This is an optimization exercise on Yosys and OpenROAD, whose aim is small area, a short achievable clock period and few clock cycles, not a production implementation.
In this exercise RTL edits were held to simulation tests only and were not proved equivalent to the original.
No activity file was given, so power comes from the tool's default toggle rates.

==> flow/design.v, too long to show whole: its modules and the start of the top module <==
// module jtlvi_core: 1114 lines
// module jtlvi_mem: 104 lines
// module jtlvi_add17: 47 lines
module jtlvi_core (
  input             clk,
  input             rst,         
  input             bus_valid,
  input             bus_we,
  input      [7:0]  bus_addr,
  input      [31:0] bus_wdata,
  output reg        rsp_valid,
  output reg [31:0] rsp_rdata,
  output reg        rsp_err,
  output reg        irq
);
  // ...
==> flow/flow/run.sh <==
#!/bin/bash
set -euo pipefail
bash standard.sh SETUP_SLACK_MARGIN=9.0 ABC_CLOCK_PERIOD_IN_PS=4500 finish > standard_flow.log 2>&1
==> flow/standard.sh <==
#!/bin/bash
# synth_recipe.tcl (not shown) runs the flow's synth.tcl, then flattens the netlist and writes it again
# the make line also repeats each setting of config.mk as NAME=value (left out here)
make -C /OpenROAD-flow-scripts/flow DESIGN_CONFIG=/design/flow/config.mk WORK_HOME=/design/flow/orfs CLKGATE_MAP_FILE= SYNTH_SCRIPT=/design/flow/synth_recipe.tcl "${@:-finish}"
==> flow/config.mk <==
export PLATFORM = sky130hd
export DESIGN_NAME = jtlvi_core
export DESIGN_NICKNAME = jtlvi_core
export VERILOG_FILES = /design/flow/design.v
export SDC_FILE = /design/flow/constraint.sdc
export NUM_CORES = 8
export LEC_CHECK = 0
export CAP_MARGIN = 30
export CORE_MARGIN = 2
export CORE_UTILIZATION = 40
export PLACE_DENSITY = 0.6
export SLEW_MARGIN = 30
==> flow/constraint.sdc <==
create_clock -name core_clock -period 14.0 [get_ports {clk}]
set_input_delay 2.8000 -clock core_clock [delete_from_list [all_inputs] [get_ports {clk}]]
set_output_delay 2.8000 -clock core_clock [all_outputs]
set_load 0.01 [all_outputs]
==> summary.txt, run 1 <==
| Item | Reported | Unit |
|:---|:---|:---|
| Status | finished clean | - |
| Remaining design rule violation count | 0 | - |
| Register area share after synthesis | 0.523 | - |
| Worst setup path category | reg -> reg | - |
| Length of the first detailed-routing pass in iterations | 14 | - |
| Post-detail-place hpwl | 640000 | microns |
| Initial antenna violation count | 106 | - |
| Comb_multi_in | 11614 | - |
| Average instance area after synthesis | 10.7 | sq um |
| Clk power | 9940 | uW |
| Total global-route track usage | 0.392 | - |
| Post-layout instance area | 204000 | sq um |
| Main power group | registers | - |
| Worst setup SP type | flip-flop | - |
| Number of buffers added by the clock tree synthesis step | 365 | - |
| Longest individual stage delay on the worst path | 1.03 | ns |
| Share of power burned in combinational logic | 0.252 | - |
| Top_reg_cell synth | sky130_fd_sc_hd__edfxtp_1 | - |
| Power in sequential cells | 11200 | uW |
| Startpoint of the lowest-slack register-to-register path | a3[26] | - |
| Slowest stage cell on the critical path | sky130_fd_sc_hd__a222oi_1 | - |
| Starting DRC count in detailed routing | 28954 | - |
| Internal power consumption | 18400 | uW |
| Number of buffers on the longest clock path | 4 | - |
| Critical hold path startpoint | rkn[3] | - |
| Cell area after synthesis | 177000 | sq um |
| Sequential fraction of total cell area | 0.455 | - |
| Final wirelength | 919000 | microns |
| Full die area | 448000 | sq um |
| Total gr overflow | 0 | - |
| Worst hold path type | reg -> reg | - |
| Met1 usage in global routing | 0.486 | - |
| # rows | 244 | - |
| Final weighted congestion of routability-driven global placement | 1.07 | - |
| Layout sequential cell count | 3329 | - |
| RSZ-0062 raised after global routing | yes | - |
| Final cell count without fillers | 23024 | - |
| Post-route setup slack | 8.74 | ns |
| Fraction of standard cell area in multi-input logic | 0.398 | - |
| Final count of negative-setup-slack endpoints | 0 | - |
| Clock slew at reported path FFs | 0.06 | ns |
| Post-Synth Adder-Cell Area | 0.0598 | - |
| Worst-case register-to-register setup slack | 8.74 | ns |
| Initial Utilization | 0.401 | - |
| Signal buffers | 932 | - |
Testbench counts, summed over its fixed seeds: cycles 29,842.
==> module jtlvi_core, before the edit <==
module jtlvi_core (
  input             clk,
  input             rst,         
  input             bus_valid,
  input             bus_we,
  input      [7:0]  bus_addr,
  input      [31:0] bus_wdata,
  output reg        rsp_valid,
  output reg [31:0] rsp_rdata,
  output reg        rsp_err,
  output reg        irq
);
  localparam [31:0] ID_VALUE  = 32'hD40E0100;
  localparam [5:0] R_ID = 6'h00, R_PARAM = 6'h01, R_CTRL = 6'h02, R_STATUS = 6'h03,
                   R_CMD = 6'h04, R_ERRCODE = 6'h05, R_ERRINFO0 = 6'h06,
                   R_ERRINFO1 = 6'h07, R_ERRINFO2 = 6'h08, R_ACC = 6'h09,
                   R_CKFEED = 6'h0A, R_MEMADDR = 6'h0B, R_MEMDATA8 = 6'h0C,
                   R_MEMDATA32 = 6'h0D, R_RESULT0 = 6'h18, R_RESULT1 = 6'h19,
                   R_RESULT2 = 6'h1A;
  localparam [5:0] E_BAD_COMMAND = 6'h01, E_BOUNDS = 6'h02, E_OVERLAP = 6'h03,
                   E_TAG_RANGE = 6'h10, E_TAG_RESERVED = 6'h11, E_VALUE_LENGTH = 6'h12,
                   E_VALUE_BOUNDS = 6'h13, E_VALUE_OVERLAP = 6'h14, E_OVERFLOW = 6'h15,
                   E_DEC_SHORT = 6'h20, E_DEC_MAGIC = 6'h21, E_DEC_CHECKSUM = 6'h22,
                   E_DEC_TRUNC_HEADER = 6'h23, E_DEC_TRUNC_VALUE = 6'h24,
                   E_DEC_CAPACITY = 6'h25;
  localparam [3:0] S_IDLE = 4'd0, S_DISP = 4'd1, S_CS = 4'd2, S_CSW = 4'd3,
                   S_DCK = 4'd4, S_DCHK = 4'd5, S_DW0 = 4'd6, S_DW1 = 4'd7,
                   S_DFIN = 4'd8, S_EV = 4'd9, S_ESZ1 = 4'd10, S_ESZ2 = 4'd11,
                   S_EM = 4'd12, S_CSW1 = 4'd13, S_DCKW = 4'd14, S_CSW2 = 4'd15;
  localparam [3:0] I_HDR = 4'd0, I_D0 = 4'd1, I_D1 = 4'd2, I_V0 = 4'd3, I_V1 = 4'd4,
                   I_V = 4'd5, I_SCAN = 4'd6, I_SNOP = 4'd7, I_SD0 = 4'd8,
                   I_SNOP2 = 4'd9, I_SV0 = 4'd10, I_TAIL = 4'd11, I_NX = 4'd12,
                   I_STOP = 4'd13, I_SC0 = 4'd14, I_SD1 = 4'd15;
  localparam [3:0] K_NONE = 4'd0, K_HDR = 4'd1, K_VADDR = 4'd2, K_TV = 4'd3,
                   K_VLVA = 4'd4, K_VAL = 4'd5, K_SCAN = 4'd6, K_TRL = 4'd7,
                   K_PAT = 4'd8, K_ZPAD = 4'd9, K_CKW = 4'd10;
  localparam [3:0] X_HOLD = 4'd0, X_ZERO = 4'd1,
                   X0_CMD = 4'd2, X0_K = 4'd3, X0_A1 = 4'd4, X0_CK = 4'd5, X0_INC = 4'd6,
                   X0_OFF = 4'd7, X0_TOT = 4'd8, X0_EIDX = 4'd9,
                   X2_A1 = 4'd2, X2_T12 = 4'd3, X2_A3 = 4'd4, X2_A6 = 4'd5, X2_RDL = 4'd6,
                   X2_D40E = 4'd7, X2_S = 4'd8, X2_RDA = 4'd9, X2_FLAGS = 4'd10, X2_WL = 4'd11,
                   X2_RDB = 4'd12;
  localparam [4:0] Y_HOLD = 5'd0, Y_ZERO = 5'd1,
                   X1_A0 = 5'd2, X1_A2 = 5'd3, X1_A5 = 5'd4, X1_K = 5'd5, X1_A1 = 5'd6,
                   X1_RDH = 5'd7, X1_CK = 5'd8, X1_DREM = 5'd9, X1_A3 = 5'd10, X1_OFF = 5'd11,
                   X1_RDA = 5'd12, X1_TOT = 5'd13, X1_P = 5'd14, X1_WT = 5'd15, X1_RDB = 5'd16;
  localparam [2:0] W_NONE = 3'd0, W_END0 = 3'd1, W_END1 = 3'd2, W_TH = 3'd3, W_TV = 3'd4,
                   W_CAP = 3'd5;
  reg        ctrl_ie;
  reg        st_busy, st_done, st_busyacc, st_rangeacc;
  reg [31:0] cmd_r;
  reg [5:0]  errcode;
  reg [31:0] x0, x1, x2;
  reg        xv;            
  reg [15:0] acc;
  reg [31:0] mem_addr;
  reg [31:0] a0, a1, a2, a3, a4, a5, a6;
  wire [7:0] opc = cmd_r[7:0];
  reg        op_cs, op_en, op_de;   
  wire       f0  = cmd_r[8];
  wire       f1  = cmd_r[9];
  wire       rsv_ok = (cmd_r[31:10] == 22'd0);
  function [15:0] cstep(input [15:0] a, input [7:0] b);
    cstep = {a[0], a[15:1]} + {8'd0, b};
  endfunction
  reg        pf_v;
  reg [7:0]  pf_b;
  wire [15:0] acc_fed = cstep(acc, pf_b);
  wire [15:0] acc_eff = pf_v ? acc_fed : acc;
  reg [7:0]  ew_a;
  reg [63:0] ew_d;
  reg [3:0]  ew_n;
  reg        ew_wr;         
  reg        ew_ck;         
  reg        ew_ckw;        
  reg [7:0]  cs_b1;
  reg [10:0] cs_p2;
  reg [11:0] cs_p3;
  reg [12:0] cs_p4;
  reg [13:0] cs_p5;
  reg [14:0] cs_p6;
  reg [15:0] cs_p7;
  reg [16:0] cs_p8;
  reg [8:0]  cs_sel;        
  reg        cs_ck;         
  reg  [3:0]  state;
  reg  [7:0]  pa;
  reg  [4:0]  pw1;           
  reg  [63:0] rd;            
  wire [63:0] win;
  wire [7:0]  wp_a = ew_a;
  wire [63:0] wp_d = ew_ckw ? {ck, 48'd0} : ew_d;
  wire [3:0]  wp_n = ew_wr ? ew_n : 4'd0;
  jtlvi_mem u_mem (.clk(clk), .pa(pa), .pw1(pw1), .win(win),
                   .wp_a(wp_a), .wp_d(wp_d), .wp_n(wp_n));
  wire [5:0] widx    = bus_addr[7:2];
  wire       aligned = (bus_addr[1:0] == 2'b00);
  wire       mapped  = (widx <= R_MEMDATA32) || (widx >= 6'h10 && widx <= 6'h16) ||
                       (widx >= R_RESULT0 && widx <= R_RESULT2);
  wire bw = bus_valid && bus_we && !rst;
  wire br = bus_valid && !bus_we && !rst;
  wire [7:0] ahi = 8'd1 << bus_addr[6:4];
  wire       ah7 = !bus_addr[7];
  wire [3:0] alo = (bus_addr[1:0] == 2'b00) ? (4'd1 << bus_addr[3:2]) : 4'd0;
  wire wr_ctrl    = bw && ah7 && ahi[0] && alo[2];
  wire wr_status  = bw && ah7 && ahi[0] && alo[3];
  wire wr_cmd     = bw && ah7 && ahi[1] && alo[0];
  wire wr_acc     = bw && ah7 && ahi[2] && alo[1];
  wire wr_ckfeed  = bw && ah7 && ahi[2] && alo[2];
  wire wr_memaddr = bw && ah7 && ahi[2] && alo[3];
  wire wr_md8     = bw && ah7 && ahi[3] && alo[0];
  wire wr_md32    = bw && ah7 && ahi[3] && alo[1];
  wire rd_md8     = br && ah7 && ahi[3] && alo[0];
  wire rd_md32    = br && ah7 && ahi[3] && alo[1];
  wire [6:0] wr_arg;
  assign wr_arg[0] = bw && ah7 && ahi[4] && alo[0];
  assign wr_arg[1] = bw && ah7 && ahi[4] && alo[1];
  assign wr_arg[2] = bw && ah7 && ahi[4] && alo[2];
  assign wr_arg[3] = bw && ah7 && ahi[4] && alo[3];
  assign wr_arg[4] = bw && ah7 && ahi[5] && alo[0];
  assign wr_arg[5] = bw && ah7 && ahi[5] && alo[1];
  assign wr_arg[6] = bw && ah7 && ahi[5] && alo[2];
  wire wr_gated = wr_cmd || wr_acc || wr_ckfeed || wr_memaddr || wr_md8 || wr_md32 ||
                  (wr_arg != 7'd0);
  wire ma_hi0  = (mem_addr[31:8] == 24'd0);
  wire m8_inr  = ma_hi0;
  wire m32_inr = ma_hi0 && !(mem_addr[7:2] == 6'h3F && mem_addr[1:0] != 2'd0);
  wire srst = wr_ctrl && bus_wdata[1];
  wire errz = (errcode == 6'd0);
  wire m8_ok  = !st_busy && m8_inr;
  wire m32_ok = !st_busy && m32_inr;
  wire [31:0] mdata8  = {24'd0, win[63:56] & {8{m8_ok}}};
  wire [31:0] mdata32 = win[63:32] & {32{m32_ok}};
  wire xres = errz && !st_busy && xv;
  reg [31:0] rg0, rg1, rg2, rg3, rg4, rg5, rg6, rdata;
  always @* begin
    case (bus_addr[3:2])
      2'd0: rg0 = ID_VALUE;
      2'd1: rg0 = 32'd8;
      2'd2: rg0 = {31'd0, ctrl_ie};
      default: rg0 = {27'd0, st_rangeacc, st_busyacc, !errz, st_done, st_busy};
    endcase
    case (bus_addr[3:2])
      2'd0: rg1 = cmd_r;
      2'd1: rg1 = {26'd0, errcode};
      2'd2: rg1 = errz ? 32'd0 : x0;
      default: rg1 = errz ? 32'd0 : x1;
    endcase
    case (bus_addr[3:2])
      2'd0: rg2 = errz ? 32'd0 : x2;
      2'd1: rg2 = {16'd0, acc_eff};
      2'd2: rg2 = 32'd0;
      default: rg2 = mem_addr;
    endcase
    rg3 = 32'd0;
    case (bus_addr[3:2])
      2'd0: rg4 = a0;
      2'd1: rg4 = a1;
      2'd2: rg4 = a2;
      default: rg4 = a3;
    endcase
    case (bus_addr[3:2])
      2'd0: rg5 = a4;
      2'd1: rg5 = a5;
      2'd2: rg5 = a6;
      default: rg5 = 32'd0;
    endcase
    case (bus_addr[3:2])
      2'd0: rg6 = xres ? x0 : 32'd0;
      2'd1: rg6 = xres ? x1 : 32'd0;
      2'd2: rg6 = xres ? x2 : 32'd0;
      default: rg6 = 32'd0;
    endcase
    case (bus_addr[7:4])
      4'h0: rdata = rg0;
      4'h1: rdata = rg1;
      4'h2: rdata = rg2;
      4'h3: rdata = rg3;
      4'h4: rdata = rg4;
      4'h5: rdata = rg5;
      4'h6: rdata = rg6;
      default: rdata = 32'd0;
    endcase
  end
  always @(posedge clk) begin
    if (rst) begin
      rsp_valid <= 1'b0;
      rsp_rdata <= 32'd0;
      rsp_err   <= 1'b0;
    end else begin
      rsp_valid <= bus_valid;
      rsp_err   <= bus_valid && !(aligned && mapped);
      rsp_rdata <= (br && aligned) ? (rdata | ({32{ah7 && ahi[3] && alo[0]}} & mdata8) |
                                          ({32{ah7 && ahi[3] && alo[1]}} & mdata32)) : 32'd0;
    end
  end
  function le256(input [31:0] v);
    le256 = (v[31:9] == 23'd0) && !(v[8] && (v[7:0] != 8'd0));
  endfunction
  function inb(input [31:0] b, input lz, input lle, input [8:0] l9);
    inb = lz || (le256(b) && lle && ({1'b0, b[8:0]} + {1'b0, l9} <= 10'd256));
  endfunction
  function ovl(input [8:0] b1, input lz1, input [8:0] l1, input [8:0] b2, input lz2, input [8:0] l2);
    ovl = !lz1 && !lz2 && ({1'b0, b1} < {1'b0, b2} + {1'b0, l2}) &&
          ({1'b0, b2} < {1'b0, b1} + {1'b0, l1});
  endfunction
  wire a1z = (a1 == 32'd0), a3z = (a3 == 32'd0), a6z = (a6 == 32'd0);
  wire a1t_le = (a1[31:5] == 27'd0) && (a1[4:0] <= 5'd21);
  wire a3t_le = (a3[31:5] == 27'd0) && (a3[4:0] <= 5'd21);
  wire [8:0] a1t = {a1[4:0], 3'b000} + {1'b0, a1[4:0], 2'b00};
  wire [8:0] a3t = {a3[4:0], 3'b000} + {1'b0, a3[4:0], 2'b00};
  reg c_a0a1, c_a0t1, c_a2a3, c_a2t3, c_a5a6, c_oe1, c_oe2, c_od, c_lt4;
  reg [9:0] a23;            
  always @(posedge clk) begin
    a23    <= {1'b0, a2[8:0]} + {1'b0, a3[8:0]};
    c_a0a1 <= !inb(a0, a1z, le256(a1), a1[8:0]);
    c_a0t1 <= !inb(a0, a1z, a1t_le, a1t);
    c_a2a3 <= !inb(a2, a3z, le256(a3), a3[8:0]);
    c_a2t3 <= !inb(a2, a3z, a3t_le, a3t);
    c_a5a6 <= !inb(a5, a6z, le256(a6), a6[8:0]);
    c_oe1  <= ovl(a0[8:0], a1z, a1t, a2[8:0], a3z, a3[8:0]);
    c_oe2  <= ovl(a5[8:0], a6z, a6[8:0], a2[8:0], a3z, a3[8:0]);
    c_od   <= ovl(a0[8:0], a1z, a1[8:0], a2[8:0], a3z, a3t);
    c_lt4  <= (a1 < 32'd4);
  end
  wire [31:0] tx = opc[0] ? a3 : a1;
  wire [32:0] t12s = {1'b0, tx[28:0], 3'b000} + {1'b0, tx[29:0], 2'b00};
  wire [31:0] t12 = ((tx[31:29] != 3'd0) || t12s[32]) ? 32'hFFFFFFFF : t12s[31:0];
  reg [15:0] ck;
  reg [8:0]  cnt;           
  reg        first;         
  reg [8:0]  off;           
  reg [8:0]  rem;           
  reg [8:0]  sbase;         
  reg [23:0] prv;           
  reg        dstall;        
  reg        dlast;         
  wire [4:0] a04w1 = (a0[7:0] + 8'd12) >> 3;    
  reg        wk_act;        
  reg [2:0]  wk_ev;         
  reg [8:0]  hp;            
  reg [5:0]  jrec;
  reg [8:0]  hlen;
  reg [1:0]  wc;            
  reg [4:0]  eidx;          
  reg [5:0]  wrem;          
  reg [5:0]  ev_err;        
  reg [4:0]  ev_idx;        
  reg [12:0] elen;
  reg        vlz, vlle;
  reg [8:0]  vl9;
  reg        et;            
  reg [3:0]  iph;
  reg [3:0]  rk, rkd;       
  reg [3:0]  rkn, rknd;     
  reg [7:0]  wa;            
  reg [7:0]  dp;            
  reg [4:0]  rcnt;          
  reg [7:0]  iva;           
  reg [8:0]  ivr;           
  reg [8:0]  crem;          
  reg [8:0]  prem;          
  reg [8:0]  pwr;           
  reg [7:0]  pra;           
  reg        a6r;           
  reg        tflag;         
  reg [4:0]  si;
  reg [7:0]  sa;
  reg [4:0]  cs_idx;
  reg [7:0]  cs_d;
  reg        found, have_last;
  reg [20:0] best, last;
  reg [31:0] wtl;
  wire [15:0] btag = wtl[31:16];
  reg [15:0] tc0, tc1, tc2, tc3, tc4, tc5, tc6, tc7;
  reg [2:0]  tr0, tr1, tr2, tr3, tr4, tr5, tr6, tr7;
  reg        tcm;           
  reg [2:0]  nq;            
  wire [15:0] ns_tag = wtl[15:0];   
  reg [7:0]  ns_d;
  reg [7:0]  bd;
  wire [16:0] y1 = {1'b0, ck} + {8'd0, cs_b1, 1'b0};
  wire [16:0] y2 = {1'b0, ck} + {6'd0, cs_p2};
  wire [16:0] y3 = {1'b0, ck} + {5'd0, cs_p3};
  wire [16:0] y4 = {1'b0, ck} + {4'd0, cs_p4};
  wire [16:0] y5 = {1'b0, ck} + {3'd0, cs_p5};
  wire [16:0] y6 = {1'b0, ck} + {2'd0, cs_p6};
  wire [16:0] y7 = {1'b0, ck} + {1'd0, cs_p7};
  wire [17:0] y8 = {2'b0, ck} + {1'b0, cs_p8};
  wire g1 = y1[1] ^ y1[16], g2 = y2[2] ^ y2[16], g3 = y3[3] ^ y3[16], g4 = y4[4] ^ y4[16];
  wire g5 = y5[5] ^ y5[16], g6 = y6[6] ^ y6[16];
  wire c1 = ck[0];
  wire k1 = c1;                         
  wire k2 = c1 & g1;
  wire k3 = c1 & g1 & g2;
  wire k4 = c1 & g1 & g2 & g3;
  wire k5 = c1 & g1 & g2 & g3 & g4;
  wire k6 = c1 & g1 & g2 & g3 & g4 & g5;
  wire k7 = c1 & g1 & g2 & g3 & g4 & g5 & g6;
  wire c2 = y1[1] ^ (y1[16] & k1);
  wire c3 = y2[2] ^ (y2[16] & k2);
  wire c4 = y3[3] ^ (y3[16] & k3);
  wire c5 = y4[4] ^ (y4[16] & k4);
  wire c6 = y5[5] ^ (y5[16] & k5);
  wire c7 = y6[6] ^ (y6[16] & k6);
  wire c8 = y7[7] ^ (y7[16] & k7);
  wire       t1 = y1[16] ^ c1;
  wire [1:0] t2 = {1'b0, y2[16]} + {c2, c1};
  wire [2:0] t3 = {2'b0, y3[16]} + {c3, c2, c1};
  wire [3:0] t4 = {3'b0, y4[16]} + {c4, c3, c2, c1};
  wire [4:0] t5 = {4'b0, y5[16]} + {c5, c4, c3, c2, c1};
  wire [5:0] t6 = {5'b0, y6[16]} + {c6, c5, c4, c3, c2, c1};
  wire [6:0] t7 = {6'b0, y7[16]} + {c7, c6, c5, c4, c3, c2, c1};
  wire [7:0] t8 = {6'b0, y8[17:16]} + {c8, c7, c6, c5, c4, c3, c2, c1};
  reg  [15:0] ck_nx;
  always @*
    ck_nx = ({16{cs_sel[1]}} & {t1, y1[15:1]}) | ({16{cs_sel[2]}} & {t2, y2[15:2]}) |
            ({16{cs_sel[3]}} & {t3, y3[15:3]}) | ({16{cs_sel[4]}} & {t4, y4[15:4]}) |
            ({16{cs_sel[5]}} & {t5, y5[15:5]}) | ({16{cs_sel[6]}} & {t6, y6[15:6]}) |
            ({16{cs_sel[7]}} & {t7, y7[15:7]}) | ({16{cs_sel[8]}} & {t8, y8[15:8]}) |
            ({16{cs_sel[0]}} & ck);
  wire [3:0]  sn8 = (cnt >= 9'd8) ? 4'd8 : {1'b0, cnt[2:0]};
  wire        slast8 = (cnt <= 9'd8);
  wire [3:0]  vn = (crem >= 9'd8) ? 4'd8 : {1'b0, crem[2:0]};
  wire [20:0] skey = {rd[47:32], cs_idx};
  wire        scond = (!have_last || skey > last) && (!found || skey < best);
  reg  [63:0] em_d;
  reg  [3:0]  em_n;
  always @* begin
    em_d = 64'd0;
    em_n = 4'd0;
    case (rkd)
      K_HDR:  begin em_d = {32'hD40E0000, 32'd0}; em_n = 4'd4; end
      K_TV:   begin em_d = {rd[47:32], rd[15:0], 32'd0}; em_n = 4'd4; end
      K_VLVA: begin em_d = {btag, rd[47:32], 32'd0}; em_n = 4'd4; end
      K_VAL:  begin em_d = rd; em_n = vn; end
      K_TRL:  begin em_d = {32'hFFFF0000, 32'd0}; em_n = 4'd4; end
      K_PAT:  begin
        em_n = rknd;
        if (a6[8:0] == 9'd1)      em_d = {8{rd[63:56]}};
        else if (a6[8:0] == 9'd2) em_d = {4{rd[63:48]}};
        else if (a6[8:0] == 9'd4) em_d = {2{rd[63:32]}};
        else                      em_d = rd;
      end
      K_ZPAD: begin em_d = 64'd0; em_n = rknd; end
      default: ;
    endcase
  end
  wire [3:0] prem8 = (prem >= 9'd8) ? 4'd8 : {1'b0, prem[2:0]};
  wire [3:0] pwr8  = (pwr >= 9'd8) ? 4'd8 : {1'b0, pwr[2:0]};
  wire [3:0] pcap  = a6r ? 4'd8 : pwr8;
  wire [3:0] pn    = (prem8 < pcap) ? prem8 : pcap;
  wire        a4nz  = (a4 != 32'd0);
  wire        a4big = (a4[31:13] != 19'd0);
  wire        enc_t = f1 || (a4nz && (a4big || (elen < a4[12:0])));
  wire        usep  = a4nz && (a4big || (elen < a4[12:0]));
  wire [31:0] enc_tot = usep ? a4 : {19'd0, elen};
  wire        enc_ovf = usep ? (a4 > a3) : ({19'd0, elen} > a3);
  wire [8:0]  enc_p = usep ? (a4[8:0] - elen[8:0]) : 9'd0;
  wire [8:0]  drem  = rem;                       
  wire        d_end = (rem == 9'd0);
  wire        d_th  = (rem < 9'd4);
  wire [8:0]  drem4 = drem - 9'd4;
  wire        d_cap = (a3 == {26'd0, x0[5:0]});
  wire [87:0] wwin = {prv, dstall ? {tc0, tc1, tc2, tc3} : rd};
  reg  [31:0] hdr;
  always @*
    case (off[2:0])
      3'd5: hdr = wwin[87:56];
      3'd6: hdr = wwin[79:48];
      3'd7: hdr = wwin[71:40];
      3'd0: hdr = wwin[63:32];
      3'd1: hdr = wwin[55:24];
      3'd2: hdr = wwin[47:16];
      3'd3: hdr = wwin[39:8];
      default: hdr = wwin[31:0];
    endcase
  wire        h_due = wk_act && (off <= sbase + 9'd4);
  wire        h_two = h_due && !d_end && !d_th && (off <= sbase) && (hdr[15:2] == 14'd0);
  wire        h_tv  = ({7'd0, drem4} < hdr[15:0]);
  wire [31:0] wA = rd[63:32], wB = rd[31:0];
  wire        bval = (wrem >= 6'd2);
  wire [5:0]  tag_err_A = (wA[31:16] != 16'd0) ? E_TAG_RANGE :
                          (wA[15:0] == 16'hFFFF) ? E_TAG_RESERVED : 6'd0;
  wire [5:0]  tag_err_B = (wB[31:16] != 16'd0) ? E_TAG_RANGE :
                          (wB[15:0] == 16'hFFFF) ? E_TAG_RESERVED : 6'd0;
  wire [5:0]  len_err_A = (wA[31:16] != 16'd0) ? E_VALUE_LENGTH : 6'd0;
  wire [5:0]  len_err_B = (wB[31:16] != 16'd0) ? E_VALUE_LENGTH : 6'd0;
  wire        lzA = (wA == 32'd0), lleA = le256(wA);
  function ovl_out(input [8:0] b1, input lz1, input [8:0] l1);
    ovl_out = !lz1 && !a3z && ({1'b0, b1} < a23) && ({1'b0, a2[8:0]} < {1'b0, b1} + {1'b0, l1});
  endfunction
  wire [5:0]  adr_err_A = !inb(wA, vlz, vlle, vl9) ? E_VALUE_BOUNDS :
                          ovl_out(wA[8:0], vlz, vl9) ? E_VALUE_OVERLAP : 6'd0;
  wire [5:0]  adr_err_B = !inb(wB, lzA, lleA, wA[8:0]) ? E_VALUE_BOUNDS :
                          ovl_out(wB[8:0], lzA, wA[8:0]) ? E_VALUE_OVERLAP : 6'd0;
  wire [5:0]  errA = (wc == 2'd0) ? tag_err_A : (wc == 2'd1) ? len_err_A : adr_err_A;
  wire [4:0]  tqn_i = (wc == 2'd0) ? eidx : eidx + 5'd1;
  wire        tqn_v = ((wc == 2'd0) || (wc == 2'd2 && bval)) && (tqn_i[4:3] == 2'd0);
  reg         tq_v;
  reg         dk_mag, dk_th, dk_tv, dk_cap, dk_e1;    
  reg  [15:0] tin;
  reg  [2:0]  tin_i;
  wire [7:0]  tgt = {tc7 > tin, tc6 > tin, tc5 > tin, tc4 > tin,
                     tc3 > tin, tc2 > tin, tc1 > tin, tc0 > tin};
  reg         tq_v2;
  reg  [7:0]  tgt_r;
  reg  [2:0]  tin_i2;
  wire [7:0]  tlt = (8'd1 << tin_i2) - 8'd1;           
  wire [7:0]  tinc = tgt_r & tlt;
  wire [7:0]  tle  = ~tgt_r & tlt;
  wire [2:0]  trank = tle[0] + tle[1] + tle[2] + tle[3] + tle[4] + tle[5] + tle[6];
  wire [7:0]  tvalid = (a1[4:0] >= 5'd8) ? 8'hFF : ((8'd1 << a1[2:0]) - 8'd1);
  wire [7:0]  qsel = tvalid & {tr7 == nq, tr6 == nq, tr5 == nq, tr4 == nq,
                               tr3 == nq, tr2 == nq, tr1 == nq, tr0 == nq};
  wire [15:0] qtag = ({16{qsel[0]}} & tc0) | ({16{qsel[1]}} & tc1) | ({16{qsel[2]}} & tc2) |
                     ({16{qsel[3]}} & tc3) | ({16{qsel[4]}} & tc4) | ({16{qsel[5]}} & tc5) |
                     ({16{qsel[6]}} & tc6) | ({16{qsel[7]}} & tc7);
  wire [6:0]  q12 = ({7{qsel[1]}} & 7'd12) | ({7{qsel[2]}} & 7'd24) | ({7{qsel[3]}} & 7'd36) |
                    ({7{qsel[4]}} & 7'd48) | ({7{qsel[5]}} & 7'd60) | ({7{qsel[6]}} & 7'd72) |
                    ({7{qsel[7]}} & 7'd84);
  wire [5:0]  errB = !bval ? 6'd0 : (wc == 2'd0) ? len_err_B : (wc == 2'd1) ? adr_err_B : tag_err_B;
  reg        ie_n, done_n;  
  reg [3:0]  state_n;       
  reg        f_cs, f_dck, f_dw0, f_dw1, f_em;    
  reg        ckw_pend;      
  reg        hw_w, hw_4;    
  reg [7:0]  pa_n;          
  reg [4:0]  pw1_n;         
  reg        pe;            
  reg  [7:0]  pe_a;          
  reg [3:0]  xs0, xs2;      
  reg [4:0]  xs1;           
  reg [2:0]  kv0;           
  reg        kv1;           
  reg        sb;            
  reg [4:0]  xe;            
  reg [63:0] st_d;          
  reg [3:0]  st_n;
  reg        st_wr, st_ck, st_ckw;
  reg [7:0]  st_a;
  wire [16:0] sp2, sp3, sp4, sp5, sp6, sp7, sp8, sq34, sq56, sq78, sq57, sq58;
  jtlvi_add17 u_s2  (.x({8'd0, ew_d[63:56], 1'b0}), .y({7'd0, ew_d[55:48], 2'b00}), .s(sp2));
  jtlvi_add17 u_s34 (.x({6'd0, ew_d[47:40], 3'b000}), .y({5'd0, ew_d[39:32], 4'b0000}), .s(sq34));
  jtlvi_add17 u_s56 (.x({4'd0, ew_d[31:24], 5'd0}), .y({3'd0, ew_d[23:16], 6'd0}), .s(sq56));
  jtlvi_add17 u_s78 (.x({2'd0, ew_d[15:8], 7'd0}), .y({1'd0, ew_d[7:0], 8'd0}), .s(sq78));
  jtlvi_add17 u_s57 (.x(sq56), .y({2'd0, ew_d[15:8], 7'd0}), .s(sq57));
  jtlvi_add17 u_s58 (.x(sq56), .y(sq78), .s(sq58));
  jtlvi_add17 u_s3  (.x(sp2), .y({6'd0, ew_d[47:40], 3'b000}), .s(sp3));
  jtlvi_add17 u_s4  (.x(sp2), .y(sq34), .s(sp4));
  jtlvi_add17 u_s5  (.x(sp4), .y({4'd0, ew_d[31:24], 5'd0}), .s(sp5));
  jtlvi_add17 u_s6  (.x(sp4), .y(sq56), .s(sp6));
  jtlvi_add17 u_s7  (.x(sp4), .y(sq57), .s(sp7));
  jtlvi_add17 u_s8  (.x(sp4), .y(sq58), .s(sp8));
  always @(posedge clk) begin
    ie_n = ctrl_ie; done_n = st_done; state_n = state;
    pa_n = pa;
    pw1_n = pw1; pe = 1'b0; pe_a = 8'd0;
    xs0 = X_HOLD; xs1 = X_HOLD; xs2 = X_HOLD;
    kv0 = 3'd0; kv1 = 1'b0; sb = 1'b0; xe = 5'd0;
    st_d = 64'd0; st_n = 4'd0; st_wr = 1'b0; st_ck = 1'b0; st_ckw = 1'b0; st_a = wa;
    hw_w = 1'b0; hw_4 = 1'b0;
      if (pf_v) acc <= acc_fed;
      pf_v <= 1'b0;
      if (wr_ctrl) ie_n = bus_wdata[0];
      if (wr_status) begin
        if (bus_wdata[1]) done_n = 1'b0;
        if (bus_wdata[3]) st_busyacc  <= 1'b0;
        if (bus_wdata[4]) st_rangeacc <= 1'b0;
      end
      if (st_busy && (wr_gated || rd_md8 || rd_md32)) st_busyacc <= 1'b1;
      if (!st_busy) begin
        if (wr_cmd) begin
          cmd_r   <= bus_wdata;
          op_cs   <= (bus_wdata[7:0] == 8'h01) && (bus_wdata[31:10] == 22'd0) && !bus_wdata[9];
          op_en   <= (bus_wdata[7:0] == 8'h02) && (bus_wdata[31:10] == 22'd0);
          op_de   <= (bus_wdata[7:0] == 8'h03) && (bus_wdata[31:8] == 24'd0);
          done_n  = 1'b0;
          errcode <= 6'd0;
          st_busy <= 1'b1;
          state_n = S_DISP;
          setpa(a0[7:0]);
        end
        if (wr_acc)    acc <= bus_wdata[15:0];
        if (wr_ckfeed) begin pf_v <= 1'b1; pf_b <= bus_wdata[7:0]; end
        if (wr_memaddr) begin
          mem_addr <= bus_wdata;
          setpa(bus_wdata[7:0]);
        end
        if (wr_md8 || rd_md8) begin
          if (m8_inr) begin
            mem_addr <= {23'd0, mem_addr[8:0] + 9'd1};
            setpa(mem_addr[7:0] + 8'd1);
          end else st_rangeacc <= 1'b1;
        end
        if (wr_md32 || rd_md32) begin
          if (m32_inr) begin
            mem_addr <= {23'd0, mem_addr[8:0] + 9'd4};
            setpa(mem_addr[7:0] + 8'd4);
          end else st_rangeacc <= 1'b1;
        end
        if (wr_md8 && m8_inr) begin
          hw_w = 1'b1; hw_4 = 1'b0;
        end
        if (wr_md32 && m32_inr) begin
          hw_w = 1'b1; hw_4 = 1'b1;
        end
        if (wr_arg[0]) a0 <= bus_wdata;
        if (wr_arg[1]) a1 <= bus_wdata;
        if (wr_arg[2]) a2 <= bus_wdata;
        if (wr_arg[3]) a3 <= bus_wdata;
        if (wr_arg[4]) a4 <= bus_wdata;
        if (wr_arg[5]) a5 <= bus_wdata;
        if (wr_arg[6]) a6 <= bus_wdata;
      end
      rd   <= win;
      rkd  <= rk;
      rknd <= rkn;
      case (state)
        S_IDLE: ;
        S_DISP: begin
          xs0 = X_ZERO; xs1 = X_ZERO; xs2 = X_ZERO;
          setpe(pa + 8'd8);
          if (op_cs) begin
            if (c_a0a1) begin
              kv0 = 3'd1; fail(E_BOUNDS, X0_K, X1_A0, X2_A1);
            end else begin
              cnt   <= a1[8:0];
              state_n = a1z ? S_CSW : S_CS;    
            end
          end else if (op_en) begin
            if (c_a0t1) begin
              kv0 = 3'd2; fail(E_BOUNDS, X0_K, X1_A0, X2_T12);
            end else if (c_a2a3) begin
              kv0 = 3'd3; fail(E_BOUNDS, X0_K, X1_A2, X2_A3);
            end else if (c_a5a6) begin
              kv0 = 3'd4; fail(E_BOUNDS, X0_K, X1_A5, X2_A6);
            end else if (c_oe1) begin
              kv0 = 3'd2; fail(E_OVERLAP, X0_K, X1_K, X_ZERO);
            end else if (c_oe2) begin
              kv0 = 3'd4; fail(E_OVERLAP, X0_K, X1_K, X_ZERO);
            end else begin
              wc     <= 2'd0;
              eidx   <= 5'd0;
              wrem   <= {1'b0, a1[4:0]} + {a1[4:0], 1'b0};    
              ev_err <= 6'd0;
              elen   <= 13'd4;
              state_n = a1z ? S_ESZ1 : S_EV;
            end
          end else if (op_de) begin
            if (c_a0a1) begin
              kv0 = 3'd6; fail(E_BOUNDS, X0_K, X1_A0, X2_A1);
            end else if (c_a2t3) begin
              kv0 = 3'd7; fail(E_BOUNDS, X0_K, X1_A2, X2_T12);
            end else if (c_od) begin
              kv0 = 3'd6; kv1 = 1'b1; fail(E_OVERLAP, X0_K, X1_K, X_ZERO);
            end else if (c_lt4)
              fail(E_DEC_SHORT, X0_A1, X_ZERO, X_ZERO);
            else begin
              cnt   <= a1[8:0];
              first <= 1'b1;
              off   <= 9'd4;
              rem   <= a1[8:0] - 9'd4;
              sbase <= 9'd0;
              dstall <= 1'b0;
              wk_act <= 1'b1;
              wk_ev <= W_NONE;
              state_n = S_DCK;
            end
          end else begin
            fail(E_BAD_COMMAND, X0_CMD, X_ZERO, X_ZERO);
          end
        end
        S_CS: begin
          cnt  <= cnt - {5'd0, sn8};
          setpe(pa + 8'd8);
          if (slast8) state_n = S_CSW1;
        end
        S_CSW1: state_n = S_CSW2;
        S_CSW2: state_n = S_CSW;
        S_CSW: begin
          acc <= ck;
          xs0 = X0_CK; xs1 = X1_A1;
          finish();
        end
        S_DCK: begin
          if (h_due) begin
            if (d_end) begin
              wk_act <= 1'b0; wk_ev <= W_END0;
            end else if (d_th) begin
              wk_act <= 1'b0; wk_ev <= W_TH;
            end else if (hdr[31:16] == 16'hFFFF) begin
              wk_act <= 1'b0; wk_ev <= W_END1;
            end else if (h_tv) begin
              wk_act <= 1'b0; wk_ev <= W_TV; wtl <= hdr;
            end else if (d_cap) begin
              wk_act <= 1'b0; wk_ev <= W_CAP;
            end else begin
              xs0 = X0_INC;
              off <= off + 9'd4 + hdr[8:0];
              rem <= rem - 9'd4 - hdr[8:0];
            end
          end
          if (dstall) begin
            dstall <= 1'b0;
            sbase  <= sbase + 9'd8;
            prv    <= {tc2[7:0], tc3};
            if (dlast) begin
              setpe(a0[7:0] + 8'd4);
              state_n = S_DCKW;
            end else
              setpe(pa + 8'd8);
          end else begin
            first <= 1'b0;
            if (first) begin
              xs1 = X1_RDH;                      
              xs2 = X2_RDL;                      
            end
            cnt <= cnt - {5'd0, sn8};
            tc0 <= rd[63:48]; tc1 <= rd[47:32]; tc2 <= rd[31:16]; tc3 <= rd[15:0];
            dlast <= slast8;
            if (h_two) begin
              dstall <= 1'b1;
            end else begin
              sbase <= sbase + 9'd8;
              prv   <= rd[23:0];
              if (slast8)
                state_n = S_DCKW;
            end
            pe = 1'b0;
            pa_n  = h_two ? pa : slast8 ? a0[7:0] + 8'd4 : {pw1, pa[2:0]};
            pw1_n = h_two ? pw1 : slast8 ? a04w1 : pw1 + 5'd1;
          end
        end
        S_DCKW: begin
          first <= 1'b1;                         
          dk_mag <= (x1[15:0] != 16'hD40E);
          dk_th  <= wk_act ? !d_end : (wk_ev == W_TH);
          dk_tv  <= !wk_act && (wk_ev == W_TV);
          dk_cap <= !wk_act && (wk_ev == W_CAP);
          dk_e1  <= !wk_act && (wk_ev == W_END1);
          if (first) state_n = S_DCHK;
        end
        S_DCHK: begin
          if (dk_mag)
            fail(E_DEC_MAGIC, X_ZERO, X_HOLD, X2_D40E);
          else if (ck != x2[15:0])
            fail(E_DEC_CHECKSUM, X_ZERO, X1_CK, X_HOLD);
          else if (dk_th)
            fail(E_DEC_TRUNC_HEADER, X0_OFF, X1_DREM, X_ZERO);
          else if (dk_tv)
            fail(E_DEC_TRUNC_VALUE, X0_OFF, X1_WT, X2_WL);
          else if (dk_cap)
            fail(E_DEC_CAPACITY, X0_OFF, X1_A3, X_ZERO);
          else
            end_pass0(dk_e1);
        end
        S_DW0: begin
          hlen  <= rd[40:32];
          pa_n  = hp[7:0] + rd[39:32];
          pw1_n = (hp[7:0] + 8'd8 + rd[39:32]) >> 3; pe = 1'b0;
          state_n = S_DW1;
        end
        S_DW1: begin
          hp   <= hp + 9'd4 + hlen;
          jrec <= jrec + 6'd1;
          state_n = (jrec + 6'd1 == x0[5:0]) ? S_DFIN : S_DW0;
        end
        S_DFIN: begin
          acc <= ck;
          finish();
        end
        S_EV: begin
          if (ev_err != 6'd0) begin
            xe = ev_idx;
            fail(ev_err, X0_EIDX, X_HOLD, X_HOLD);
          end
          else begin
            setpe(pa + 8'd8);
            wrem <= wrem - 6'd2;
            ev_err <= (errA != 6'd0) ? errA : errB;
            ev_idx <= (errA != 6'd0 || wc != 2'd2) ? eidx : eidx + 5'd1;
            case (wc)
              2'd0: begin                        
                xs1 = X1_RDA;
                xs2 = (errA != 6'd0) ? X_ZERO : X2_RDB;
                vlz  <= (wB == 32'd0);
                vlle <= le256(wB);
                vl9  <= wB[8:0];
                wc   <= 2'd2;
              end
              2'd1: begin                        
                xs2 = (errA != 6'd0) ? X2_RDA : X2_RDB;
                vlz  <= lzA;
                vlle <= lleA;
                vl9  <= wA[8:0];
                if (bval) begin
                  elen <= elen + 13'd4 + {4'd0, wA[8:0]};
                  eidx <= eidx + 5'd1;
                end
                wc   <= 2'd0;
              end
              default: begin                     
                xs1 = (errA != 6'd0) ? X_HOLD : X1_RDB;
                xs2 = (errA != 6'd0) ? X2_RDA : X_ZERO;
                elen <= elen + 13'd4 + {4'd0, vl9};
                eidx <= eidx + 5'd1;
                wc   <= 2'd1;
              end
            endcase
            if (wrem <= 6'd2) state_n = S_ESZ1;
          end
        end
        S_ESZ1: begin
          if (ev_err != 6'd0) begin
            xe = ev_idx;
            fail(ev_err, X0_EIDX, X_HOLD, X_HOLD);
          end
          else begin
            et    <= enc_t;
            elen  <= elen + (enc_t ? 13'd4 : 13'd0);
            state_n = S_ESZ2;
          end
        end
        S_ESZ2: begin
          if (enc_ovf)
            fail(E_OVERFLOW, X_ZERO, X1_TOT, X2_A3);
          else begin
            xs0 = X0_TOT; xs1 = X1_P; xs2 = X2_FLAGS;
            wa    <= a2[7:0];
            iph   <= I_HDR;
            rk    <= K_NONE;
            rkd   <= K_NONE;
            rcnt  <= 5'd0;
            dp    <= a0[7:0];
            have_last <= 1'b0;
            ckw_pend <= 1'b0;
            tcm   <= f0 && (a1[4:0] <= 5'd8);
            nq    <= 3'd0;
            tflag <= et;
            prem  <= enc_p;
            pwr   <= a6[8:0];
            pra   <= a5[7:0];
            a6r   <= a6z || (a6[8:0] == 9'd1) || (a6[8:0] == 9'd2) || (a6[8:0] == 9'd4);
            si    <= 5'd0;
            sa    <= a0[7:0];
            state_n = S_EM;
          end
        end
        S_EM: begin
          wtl[15:0] <= qtag;
          ns_d   <= a0[7:0] + {1'b0, q12};
          case (rkd)
            K_TV:   crem <= rd[8:0];
            K_VLVA: crem <= rd[40:32];
            K_VAL:  crem <= crem - {5'd0, vn};
            K_SCAN: begin
              if (scond) begin
                best  <= skey;
                bd    <= cs_d;
                found <= 1'b1;
              end
            end
            default: ;
          endcase
          if (rkd == K_SCAN) begin
            cs_idx <= cs_idx + 5'd1;
            cs_d   <= cs_d + 8'd12;
          end else begin
            cs_idx <= 5'd0;
            cs_d   <= a0[7:0];
            found  <= 1'b0;
          end
          ckw_pend <= (rkd == K_CKW);
          if (ew_ckw) begin
            acc <= ck;
            finish();
          end
          rk  <= K_NONE;
          rkn <= 4'd0;
          case (iph)
            I_HDR: begin
              rk  <= K_HDR;
              iph <= a1z ? I_TAIL : !f0 ? I_D0 : tcm ? I_SC0 : I_SCAN;
            end
            I_D0: begin setpe(dp + 8'd8); rk <= K_VADDR; iph <= I_D1; end
            I_D1: begin setpe(dp);        rk <= K_TV;    iph <= I_V0; end
            I_V0: begin
              setpa(rd[39:32]);
              rk  <= K_VAL;
              iva <= rd[39:32] + 8'd8;
              iph <= I_V1;
            end
            I_V1: begin
              if (rd[8:0] > 9'd8) begin
                setpe(iva);
                rk  <= K_VAL;
                iva <= iva + 8'd8;
                ivr <= rd[8:0] - 9'd16;
                iph <= (rd[8:0] > 9'd16) ? I_V : I_NX;
              end else
                start_next();
            end
            I_V: begin
              setpe(iva);
              rk  <= K_VAL;
              iva <= iva + 8'd8;
              ivr <= ivr - 9'd8;
              if (ivr <= 9'd8) iph <= I_NX;
            end
            I_NX: start_next();
            I_SCAN: begin
              setpe(sa);
              rk <= K_SCAN;
              sa <= sa + 8'd12;
              si <= si + 5'd1;
              if (si + 5'd1 == a1[4:0]) iph <= I_SNOP;
            end
            I_SNOP: iph <= I_SD0;
            I_SD0: iph <= I_SD1;               
            I_SD1: begin
              pa_n  = bd + 8'd4;
              pw1_n = (bd + 8'd12) >> 3; pe = 1'b0;
              rk <= K_VLVA;
              wtl[31:16] <= best[20:5];
              last <= best;
              have_last <= 1'b1;
              iph <= I_SNOP2;
            end
            I_SNOP2: iph <= I_SV0;
            I_SC0: sorted_cached();
            I_SV0: begin
              if (rd[40:32] != 9'd0) begin
                setpa(rd[7:0]);
                rk  <= K_VAL;
                iva <= rd[7:0] + 8'd8;
                ivr <= rd[40:32] - 9'd8;
                iph <= (rd[40:32] > 9'd8) ? I_V : I_NX;
              end else
                start_next();
            end
            I_TAIL: tail_issue();
            default: ;
          endcase
        end
        default: state_n = S_IDLE;
      endcase
    tq_v  <= (state == S_EV) && (ev_err == 6'd0) && tqn_v;
    tin   <= (wc == 2'd0) ? wA[15:0] : wB[15:0];
    tin_i <= tqn_i[2:0];
    tq_v2  <= tq_v;
    tgt_r  <= tgt;
    tin_i2 <= tin_i;
    if (tq_v) begin
      case (tin_i)
        3'd0: tc0 <= tin;
        3'd1: tc1 <= tin;
        3'd2: tc2 <= tin;
        3'd3: tc3 <= tin;
        3'd4: tc4 <= tin;
        3'd5: tc5 <= tin;
        3'd6: tc6 <= tin;
        default: tc7 <= tin;
      endcase
    end
    if (tq_v2) begin
      if (tinc[0]) tr0 <= tr0 + 3'd1;
      if (tinc[1]) tr1 <= tr1 + 3'd1;
      if (tinc[2]) tr2 <= tr2 + 3'd1;
      if (tinc[3]) tr3 <= tr3 + 3'd1;
      if (tinc[4]) tr4 <= tr4 + 3'd1;
      if (tinc[5]) tr5 <= tr5 + 3'd1;
      if (tinc[6]) tr6 <= tr6 + 3'd1;
      case (tin_i2)
        3'd0: tr0 <= trank;
        3'd1: tr1 <= trank;
        3'd2: tr2 <= trank;
        3'd3: tr3 <= trank;
        3'd4: tr4 <= trank;
        3'd5: tr5 <= trank;
        3'd6: tr6 <= trank;
        default: tr7 <= trank;
      endcase
    end
    if (rst || srst) begin
      ie_n        = 1'b0;
      st_busy     <= 1'b0;
      done_n      = 1'b0;
      st_busyacc  <= 1'b0;
      st_rangeacc <= 1'b0;
      cmd_r       <= 32'd0;
      errcode     <= 6'd0;
      xv          <= 1'b0;
      acc         <= 16'd0;
      pf_v        <= 1'b0;
      mem_addr    <= 32'd0;
      a0 <= 32'd0; a1 <= 32'd0; a2 <= 32'd0; a3 <= 32'd0;
      a4 <= 32'd0; a5 <= 32'd0; a6 <= 32'd0;
      state_n     = S_IDLE;
      setpa(8'd0);
    end
    ctrl_ie <= ie_n;
    st_done <= done_n;
    irq     <= ie_n & done_n;
    pa  <= pa_n;
    pw1 <= pe ? pe_a[7:3] + 5'd1 : pw1_n;
    if (f_cs) begin
      st_d = rd; st_n = sn8; st_ck = 1'b1;
    end
    if (f_dck && !dstall) begin
      st_d = first ? {rd[63:48], 16'd0, rd[31:0]} : rd; st_n = sn8; st_ck = 1'b1;
    end
    if (f_dw0) begin
      st_d = {16'd0, rd[63:48], 16'd0, rd[47:32]}; st_n = 4'd8; st_wr = 1'b1;
    end
    if (f_dw1) begin
      st_d = {23'd0, hp, 32'd0}; st_n = 4'd4; st_wr = 1'b1;
    end
    if (f_em) begin
      if (ckw_pend) begin
        st_a = a2[7:0] + 8'd2; st_n = 4'd2; st_wr = 1'b1; st_ckw = 1'b1;
      end else begin
        st_d = em_d; st_n = em_n; st_wr = 1'b1; st_ck = 1'b1;
      end
    end
    state <= state_n;
    f_cs  <= (state_n == S_CS);
    f_dck <= (state_n == S_DCK);
    f_dw0 <= (state_n == S_DW0);
    f_dw1 <= (state_n == S_DW1);
    f_em  <= (state_n == S_EM);
    if (hw_w) begin
      ew_a   <= mem_addr[7:0];
      ew_d   <= hw_4 ? {bus_wdata, 32'd0} : {bus_wdata[7:0], 56'd0};
      ew_n   <= hw_4 ? 4'd4 : 4'd1;
      ew_wr  <= 1'b1;
      ew_ck  <= 1'b0;
      ew_ckw <= 1'b0;
    end else begin
      ew_a   <= st_a;
      ew_d   <= st_d;
      ew_n   <= st_n;
      ew_wr  <= st_wr;
      ew_ck  <= st_ck;
      ew_ckw <= st_ckw;
    end
    cs_b1  <= ew_d[63:56];
    cs_p2  <= sp2;
    cs_p3  <= sp3;
    cs_p4  <= sp4;
    cs_p5  <= sp5;
    cs_p6  <= sp6;
    cs_p7  <= sp7;
    cs_p8  <= sp8;
    cs_sel <= 9'd1 << ew_n;
    cs_ck  <= ew_ck;
    if (st_wr) wa <= wa + {4'd0, st_n};
    if (cs_ck) ck <= ck_nx;
    if (state == S_DISP) ck <= (op_cs && f0) ? acc : 16'd0;
    if (state == S_ESZ2) ck <= 16'd0;
    case (xs0)
      X_ZERO:  x0 <= 32'd0;
      X0_CMD:  x0 <= cmd_r;
      X0_K:    x0 <= {29'd0, kv0};
      X0_A1:   x0 <= a1;
      X0_CK:   x0 <= {16'd0, ck};
      X0_INC:  x0 <= x0 + 32'd1;
      X0_OFF:  x0 <= {23'd0, off};
      X0_TOT:  x0 <= enc_tot;
      X0_EIDX: x0 <= {27'd0, xe};
      default: ;
    endcase
    case (xs1)
      X_ZERO:  x1 <= 32'd0;
      X1_A0:   x1 <= a0;
      X1_A2:   x1 <= a2;
      X1_A5:   x1 <= a5;
      X1_K:    x1 <= kv1 ? 32'd7 : 32'd3;
      X1_A1:   x1 <= a1;
      X1_RDH:  x1 <= {16'd0, rd[63:48]};
      X1_CK:   x1 <= {16'd0, ck};
      X1_DREM: x1 <= {23'd0, drem};
      X1_A3:   x1 <= a3;
      X1_OFF:  x1 <= {23'd0, off};
      X1_RDA:  x1 <= wA;
      X1_TOT:  x1 <= enc_tot;
      X1_P:    x1 <= {23'd0, enc_p};
      X1_WT:   x1 <= {16'd0, wtl[31:16]};
      X1_RDB:  x1 <= wB;
      default: ;
    endcase
    case (xs2)
      X_ZERO:   x2 <= 32'd0;
      X2_A1:    x2 <= a1;
      X2_T12:   x2 <= t12;
      X2_A3:    x2 <= a3;
      X2_A6:    x2 <= a6;
      X2_RDL:   x2 <= {16'd0, rd[47:32]};
      X2_D40E:  x2 <= 32'h0000D40E;
      X2_S:     x2 <= {31'd0, sb};
      X2_RDA:   x2 <= wA;
      X2_FLAGS: x2 <= {30'd0, et & !f1, et};
      X2_WL:    x2 <= {16'd0, wtl[15:0]};
      X2_RDB:   x2 <= wB;
      default: ;
    endcase
  end
  task fail(input [5:0] code, input [3:0] s0, input [4:0] s1, input [3:0] s2);
    begin
      errcode <= code;
      xs0     = s0;
      xs1     = s1;
      xs2     = s2;
      finish();
    end
  endtask
  task setpa(input [7:0] x);
    begin
      pa_n  = x;
      pw1_n = x[7:3] + 5'd1;
      pe    = 1'b0;
    end
  endtask
  task setpe(input [7:0] x);
    begin
      pa_n  = x;
      pe_a  = x;
      pe    = 1'b1;
    end
  endtask
  task finish;
    begin
      xv      <= 1'b1;
      st_busy <= 1'b0;
      done_n  = 1'b1;
      state_n = S_IDLE;
      setpe(mem_addr[7:0]);
    end
  endtask
  task end_pass0(input s);
    begin
      xs1 = X1_OFF;
      xs2 = X2_S;
      sb  = s;
      if (x0[5:0] == 6'd0) begin
        acc <= ck;
        finish();
      end else begin
        hp    <= a0[8:0] + 9'd8;
        jrec  <= 6'd0;
        wa    <= a2[7:0];
        state_n = S_DW0;
      end
    end
  endtask
  task start_next;
    begin
      if (rcnt + 5'd1 == a1[4:0]) begin
        iph <= I_TAIL;
        tail_issue();
      end else begin
        rcnt <= rcnt + 5'd1;
        if (f0 && tcm)
          sorted_cached();
        else if (f0) begin
          setpe(a0[7:0]);
          rk  <= K_SCAN;
          sa  <= a0[7:0] + 8'd12;
          si  <= 5'd1;
          iph <= I_SCAN;
        end else begin
          setpe(dp + 8'd20);
          rk  <= K_VADDR;
          dp  <= dp + 8'd12;
          iph <= I_D1;
        end
      end
    end
  endtask
  task sorted_cached;
    begin
      setpe(ns_d + 8'd4);
      rk   <= K_VLVA;
      wtl[31:16] <= ns_tag;
      nq   <= nq + 3'd1;
      iph  <= I_SNOP2;
    end
  endtask
  task tail_issue;
    begin
      if (tflag) begin
        rk    <= K_TRL;
        tflag <= 1'b0;
      end else if (prem == 9'd0) begin
        rk  <= K_CKW;
        iph <= I_STOP;
      end else begin
        rk   <= a6z ? K_ZPAD : K_PAT;
        setpe(pra);
        rkn  <= pn;
        prem <= prem - {5'd0, pn};
        if (!a6r) begin
          if (pwr == {5'd0, pn}) begin
            pwr <= a6[8:0];
            pra <= a5[7:0];
          end else begin
            pwr <= pwr - {5'd0, pn};
            pra <= pra + {4'd0, pn};
          end
        end
      end
    end
  endtask
endmodule
==> inputs of run 2 (changes only) <==
--- a/flow/design.v
+++ b/flow/design.v
@@ -279,14 +279,16 @@
   wire [15:0] ns_tag = wtl[15:0];   
   reg [7:0]  ns_d;
   reg [7:0]  bd;
-  wire [16:0] y1 = {1'b0, ck} + {8'd0, cs_b1, 1'b0};
-  wire [16:0] y2 = {1'b0, ck} + {6'd0, cs_p2};
-  wire [16:0] y3 = {1'b0, ck} + {5'd0, cs_p3};
-  wire [16:0] y4 = {1'b0, ck} + {4'd0, cs_p4};
-  wire [16:0] y5 = {1'b0, ck} + {3'd0, cs_p5};
-  wire [16:0] y6 = {1'b0, ck} + {2'd0, cs_p6};
-  wire [16:0] y7 = {1'b0, ck} + {1'd0, cs_p7};
-  wire [17:0] y8 = {2'b0, ck} + {1'b0, cs_p8};
+  wire [16:0] y1, y2, y3, y4, y5, y6, y7, y8s;
+  jtlvi_add17 u_y1 (.x({1'b0, ck}), .y({8'd0, cs_b1, 1'b0}), .s(y1));
+  jtlvi_add17 u_y2 (.x({1'b0, ck}), .y({6'd0, cs_p2}), .s(y2));
+  jtlvi_add17 u_y3 (.x({1'b0, ck}), .y({5'd0, cs_p3}), .s(y3));
+  jtlvi_add17 u_y4 (.x({1'b0, ck}), .y({4'd0, cs_p4}), .s(y4));
+  jtlvi_add17 u_y5 (.x({1'b0, ck}), .y({3'd0, cs_p5}), .s(y5));
+  jtlvi_add17 u_y6 (.x({1'b0, ck}), .y({2'd0, cs_p6}), .s(y6));
+  jtlvi_add17 u_y7 (.x({1'b0, ck}), .y({1'd0, cs_p7}), .s(y7));
+  jtlvi_add17 u_y8 (.x({1'b0, ck}), .y(cs_p8), .s(y8s));
+  wire [17:0] y8 = {cs_p8[16] & ~y8s[16], y8s};
   wire g1 = y1[1] ^ y1[16], g2 = y2[2] ^ y2[16], g3 = y3[3] ^ y3[16], g4 = y4[4] ^ y4[16];
   wire g5 = y5[5] ^ y5[16], g6 = y6[6] ^ y6[16];
   wire c1 = ck[0];
@@ -353,9 +355,12 @@
   wire        a4nz  = (a4 != 32'd0);
   wire        a4big = (a4[31:13] != 19'd0);
   wire        enc_t = f1 || (a4nz && (a4big || (elen < a4[12:0])));
-  wire        usep  = a4nz && (a4big || (elen < a4[12:0]));
+  wire [12:0] elen4 = elen + 13'd4;
+  wire        u_lt0 = (elen < a4[12:0]), u_lt4 = (elen4 < a4[12:0]);
+  wire        usep_nx = a4nz && (a4big || (enc_t ? u_lt4 : u_lt0));
+  wire        u_gt0 = ({19'd0, elen} > a3), u_gt4 = ({19'd0, elen4} > a3);
+  reg         usep, enc_ovf;
   wire [31:0] enc_tot = usep ? a4 : {19'd0, elen};
-  wire        enc_ovf = usep ? (a4 > a3) : ({19'd0, elen} > a3);
   wire [8:0]  enc_p = usep ? (a4[8:0] - elen[8:0]) : 9'd0;
   wire [8:0]  drem  = rem;                       
   wire        d_end = (rem == 9'd0);
@@ -377,7 +382,12 @@
     endcase
   wire        h_due = wk_act && (off <= sbase + 9'd4);
   wire        h_two = h_due && !d_end && !d_th && (off <= sbase) && (hdr[15:2] == 14'd0);
-  wire        h_tv  = ({7'd0, drem4} < hdr[15:0]);
+  wire [8:0]  rem3  = rem - 9'd3;
+  wire [8:0]  off4  = off + 9'd4;
+  wire [16:0] hs, ho;
+  jtlvi_add17 u_hs (.x({8'd0, rem3}), .y({8'd0, ~hdr[8:0]}), .s(hs));
+  jtlvi_add17 u_ho (.x({8'd0, off4}), .y({8'd0, hdr[8:0]}), .s(ho));
+  wire        h_tv  = (hdr[15:9] != 7'd0) || !hs[9];
   wire [31:0] wA = rd[63:32], wB = rd[31:0];
   wire        bval = (wrem >= 6'd2);
   wire [5:0]  tag_err_A = (wA[31:16] != 16'd0) ? E_TAG_RANGE :
@@ -597,8 +607,8 @@
               wk_act <= 1'b0; wk_ev <= W_CAP;
             end else begin
               xs0 = X0_INC;
-              off <= off + 9'd4 + hdr[8:0];
-              rem <= rem - 9'd4 - hdr[8:0];
+              off <= ho[8:0];
+              rem <= hs[8:0];
             end
           end
           if (dstall) begin
@@ -718,7 +728,9 @@
           end
           else begin
             et    <= enc_t;
-            elen  <= elen + (enc_t ? 13'd4 : 13'd0);
+            elen  <= enc_t ? elen4 : elen;
+            usep  <= usep_nx;
+            enc_ovf <= usep_nx ? (a4 > a3) : (enc_t ? u_gt4 : u_gt0);
             state_n = S_ESZ2;
           end
         end
==> summary.txt, run 2 <==
| Item | Reported | Unit | Delta |
|:---|:---|:---|:---|
| Width of the die | 670 | microns |  |
| Worst setup SP type | flip-flop | - |  |
| Worst setup EP type | flip-flop | - |  |
| Port bufs | 78 | - |  |
| Worst hold path type | reg -> reg | - |  |
| Post-DR wirelength/cell | 38.0 | microns |  |
| Worst Path Max Fanout | 33 | - |  |
| Standby leakage power | 0.0711 | uW |  |
| Leading cell type by number of instances after synthesis | sky130_fd_sc_hd__edfxtp_1 | - |  |
| Clock slew at reported path FFs | 0.06 | ns | about the same |
| Post-layout instance area | 202000 | sq um | -0.80% |
| Via count | 155862 | - |  |
| Wire length of the first global-routing pass | 1180000 | microns |  |
| Die outline height | 670 | microns |  |
| Status | finished clean | - |  |
| H-tree depth | 5 | - |  |
| Average instance area after synthesis | 10.7 | sq um | about the same |
| Count of antenna-violating nets left after detailed routing | 0 | - |  |
| Maximum ir drop on the vdd rail | 142 | uV |  |
| Ys async rst share | 0 | - |  |
| Leading post-synthesis cells by cell area | sky130_fd_sc_hd__edfxtp_1 (44%), sky130_fd_sc_hd__dfxtp_1 (8.3%), sky130_fd_sc_hd__ha_1 (5.5%), sky130_fd_sc_hd__a21oi_1 (3.8%), sky130_fd_sc_hd__nand2_1 (3.6%) | - |  |
| Clock tree sinks | 3331 | - |  |
| Setup TNS | 0 | ns |  |
| Total global-route track usage | 0.371 | - | -0.0206 |
| Remaining design rule violation count | 0 | - | unchanged |
| Crit path cell chain | buf_4 > nor4_1 > and4_1 > nand2b_1 > nor4_2 > buf_4 > or4_1 > nand2_1 > nor3_4 > nor4b_1 > o21ai_4 > buf_4 | - |  |
| Yosys cell types | 119 | - |  |
| Cell area after synthesis | 177000 | sq um | +0.14% |
| Cell accounting for the most synthesized area | sky130_fd_sc_hd__edfxtp_1 | - |  |
| Final hold violation count | 0 | - |  |
| Top_reg_cell synth | sky130_fd_sc_hd__edfxtp_1 | - |  |
| Slowest stage cell on the critical path | sky130_fd_sc_hd__buf_4 | - |  |
| Register area share after synthesis | 0.523 | - | about the same |
| Worst slew margin relative to its limit | 0.209 | - |  |
| Number of buffers on the longest clock path | 4 | - | unchanged |
| Root buffer cell | sky130_fd_sc_hd__clkbuf_16 | - |  |
| Final Cycle Share | 0.369 | - |  |
| Area used by multi-input combinational logic | 80700 | sq um |  |
| Syn Inst Count | 16631 | - |  |
| Commonest cells after routing, fill and taps aside | sky130_fd_sc_hd__edfxtp_1 (2600), sky130_fd_sc_hd__nand2_1 (1665), sky130_fd_sc_hd__a21oi_1 (1295), sky130_fd_sc_hd__nor2_1 (1057), sky130_fd_sc_hd__o21ai_0 (808) | - |  |
| Arrival time worst endpoint | 5.80 | ns |  |
| Starting DRC count in detailed routing | 27720 | - | -4.3% |
| Most common cell after layout, fill and taps aside | sky130_fd_sc_hd__edfxtp_1 | - |  |
| Core Area | 441000 | sq um |  |
| Vias per inst | 6.79 | - |  |
| Area share of the leading cell type in the synthesized netlist | 0.440 | - |  |
| Worst hold path cell count | 0 | - |  |
| Highest achievable clock rate | 194 | MHz |  |
| Required time of the worst setup path | 14.63 | ns |  |
| Nets@finish | 17536 | - |  |
| Max-slew violation count | 0 | - |  |
| Fill cells | 41141 | - |  |
| Number of enable flip-flop cells after synthesis | 2600 | - |  |
| Worst setup path category | reg -> reg | - |  |
| Final weighted congestion of routability-driven global placement | 1.05 | - | -1.2% |
| Combined flip-flop and latch cell area | 92800 | sq um |  |
| Number of storage elements in the synthesis netlist | 3331 | - |  |
| Power per cell area | 181 | nW/um^2 |  |
| Synth Warn # | 2 | - |  |
| Full die area | 449000 | sq um | +0.14% |
| Layout Skew | 0.0965 | ns |  |
| Post-detail-place hpwl | 609000 | microns | -4.8% |
| Share of layout cells above drive strength 1 | 0.127 | - |  |
| TritonCTS clock tree | done | - |  |
| Final wirelength | 873000 | microns | -5.0% |
| Total power | 36700 | uW |  |
| Initial Utilization | 0.402 | - | about the same |
| Depth of the critical timing path with buffers and inverters included | 12 | - |  |
| Family with the most delay on the worst path | simple AND/OR/NAND/NOR gates | - |  |
| # rows | 244 | - | unchanged |
| Longest individual stage delay on the worst path | 0.69 | ns | -0.34 ns |
| Clock Latency Late Sink | 1.06 | ns |  |
| Number of buffers added by the clock tree synthesis step | 363 | - | -0.55% |
| Number of maximum-capacitance violations | 0 | - |  |
| Hold Buf Count CTS | 0 | - |  |
| Buf/Inv on CP | 3 | - |  |
| Measured slew at the worst slew-check pin | 1.19 | ns |  |
| Via count of the first global-routing pass | 142145 | - |  |
| Area delta synth->final | 14.1 | % |  |
| Critical path's most frequent cell | sky130_fd_sc_hd__buf_4 | - |  |
| R2r worst-path depth | 12 | - |  |
| I/O pin total | 79 | - |  |
| RSZ-0062 raised after global routing | yes | - |  |
| Final count of negative-setup-slack endpoints | 0 | - | unchanged |
| Standard cell area after detailed placement | 187000 | sq um |  |
| Total gr overflow | 0 | - | unchanged |
| Cell types with the highest counts after synthesis | sky130_fd_sc_hd__edfxtp_1 (2600), sky130_fd_sc_hd__nand2_1 (1696), sky130_fd_sc_hd__a21oi_1 (1345), sky130_fd_sc_hd__nor2_1 (1243), sky130_fd_sc_hd__o21ai_0 (840) | - |  |
| Initial antenna violation count | 99 | - | -6.6% |
| Length of the first detailed-routing pass in iterations | 14 | - | unchanged |
| Largest net degree at the start of global routing | 134 | - |  |
| Final period demand of the worst path | 5.17 | ns |  |
==> run 2: final timing paths <==
| path | start | to | slack, ns |
|---|---|---|---|
| worst max-delay path | rd[52] | x1[19] | 8.83 |
| worst min-delay path | rkn[3] | rknd[3] | 0.35 |
| worst max register to register | rd[52] | x1[19] | 8.83 |
| worst min register to register | rkn[3] | rknd[3] | 0.35 |
==> run 2: repair_timing <==
action | CTS | global route
endpoints found under the setup margin | 712 | 503
resized for setup | 212 | 141
setup buffers | 53 | 45
cloned | 9 | 5
endpoints found under the hold margin | 0 | 0
pin swaps | 20 | 39
==> run 2: worst register-to-register path: cells and delay by family (launching register included) <==
kind,cells,cell delay [ns]
simple gates,8,2.37
buf+inv,3,1.62
compound gates,1,0.09
flops,1,0.61
==> run 2: metrics by stage <==
step,instances,hold WS (ns),util,setup WS (ns)
detailed placement,22081,0.335,0.424,6.82
global route,22885,0.365,0.458,8.86
finish,22953,0.355,0.458,8.83
global placement,22065,0.335,0.423,6.93
floorplan,16632,0.310,-,8.69
CTS,22809,0.356,0.455,9.00
==> run 2: cell type report <==
| type | instances | share of cell area |
|---|---|---|
| Sequential cell | 3331 | 0.459 |
| Clock buffer | 482 | 0.0501 |
| Antenna cell | 82 | 0.00101 |
| Timing Repair Buffer | 845 | 0.0368 |
| Inverter | 474 | 0.00890 |
| Clock inverter | 184 | 0.00869 |
| Tap cell | 5904 | 0.0365 |
| Multi-Input combinational cell | 11651 | 0.399 |
==> run 2: cell families (layout without fill, tap and decap cells) <==
logic type                 count (synthesis)  in the layout  share of synthesized area
and+or+nand+nor                         4512           4516                      0.117
DFF                                     3331           3331                      0.523
adders and majority gates                830            830                     0.0606
other                                      1             84                  0.0000211
muxes                                    445            445                     0.0298
buffers and inverters                   1655           1985                     0.0376
AOI/OAI and AO/OA                       5220           5221                      0.201
xor gates and xnor gates                 637            637                     0.0315
==> run 2: where the power goes <==
group,total [uW],switching [uW],internal [uW]
Combinational,13600,9910,3680
Sequential,13200,987,12200
Clock,9850,4280,5560
Total,36700,15200,21500
==> run 2: per-layer routing <==
metal	track usage	vias to the layer above	wire, microns	part of all wire
met2	0.537	12421	363000	0.42
met1	0.455	76569	307000	0.35
met5	0.00223	-	229	0.00026
li1	-	63760	-	-
met4	0.285	34	81400	0.093
met3	0.126	3078	121000	0.14
Testbench counts of run 2, summed over its fixed seeds: cycles 29,842.

-- afterwards: timing with drivers on the ports --
The results above use ideal ports. As a check the final layouts listed here were re-extracted and re-timed, cells and wires unchanged. Step 1, drivers: a clkbuf_16 drives clk and a buf_2 each remaining input, both assumed. Step 2, shift: input delay + t, output delay - t, t = (earliest + latest rising clock arrival at the registers) / 2. This alone moves slack from input paths to output paths. a / b / c = ideal ports / drivers / drivers and shift; a / b = the first two.
run | shift t [ns] | setup slack, ns | hold WS [ns]
run 1 | 1.107 | 8.742 / 8.742 / 7.735 | 0.342 / 0.342 / 0.342
run 2 | 1.120 | 8.835 / 8.821 / 7.890 | 0.355 / 0.355 / 0.355
After both steps every run listed still meets setup and hold. The setup slack of run 1, which loses most, moves by 0.000 ns with the drivers and by -1.007 ns with both steps.
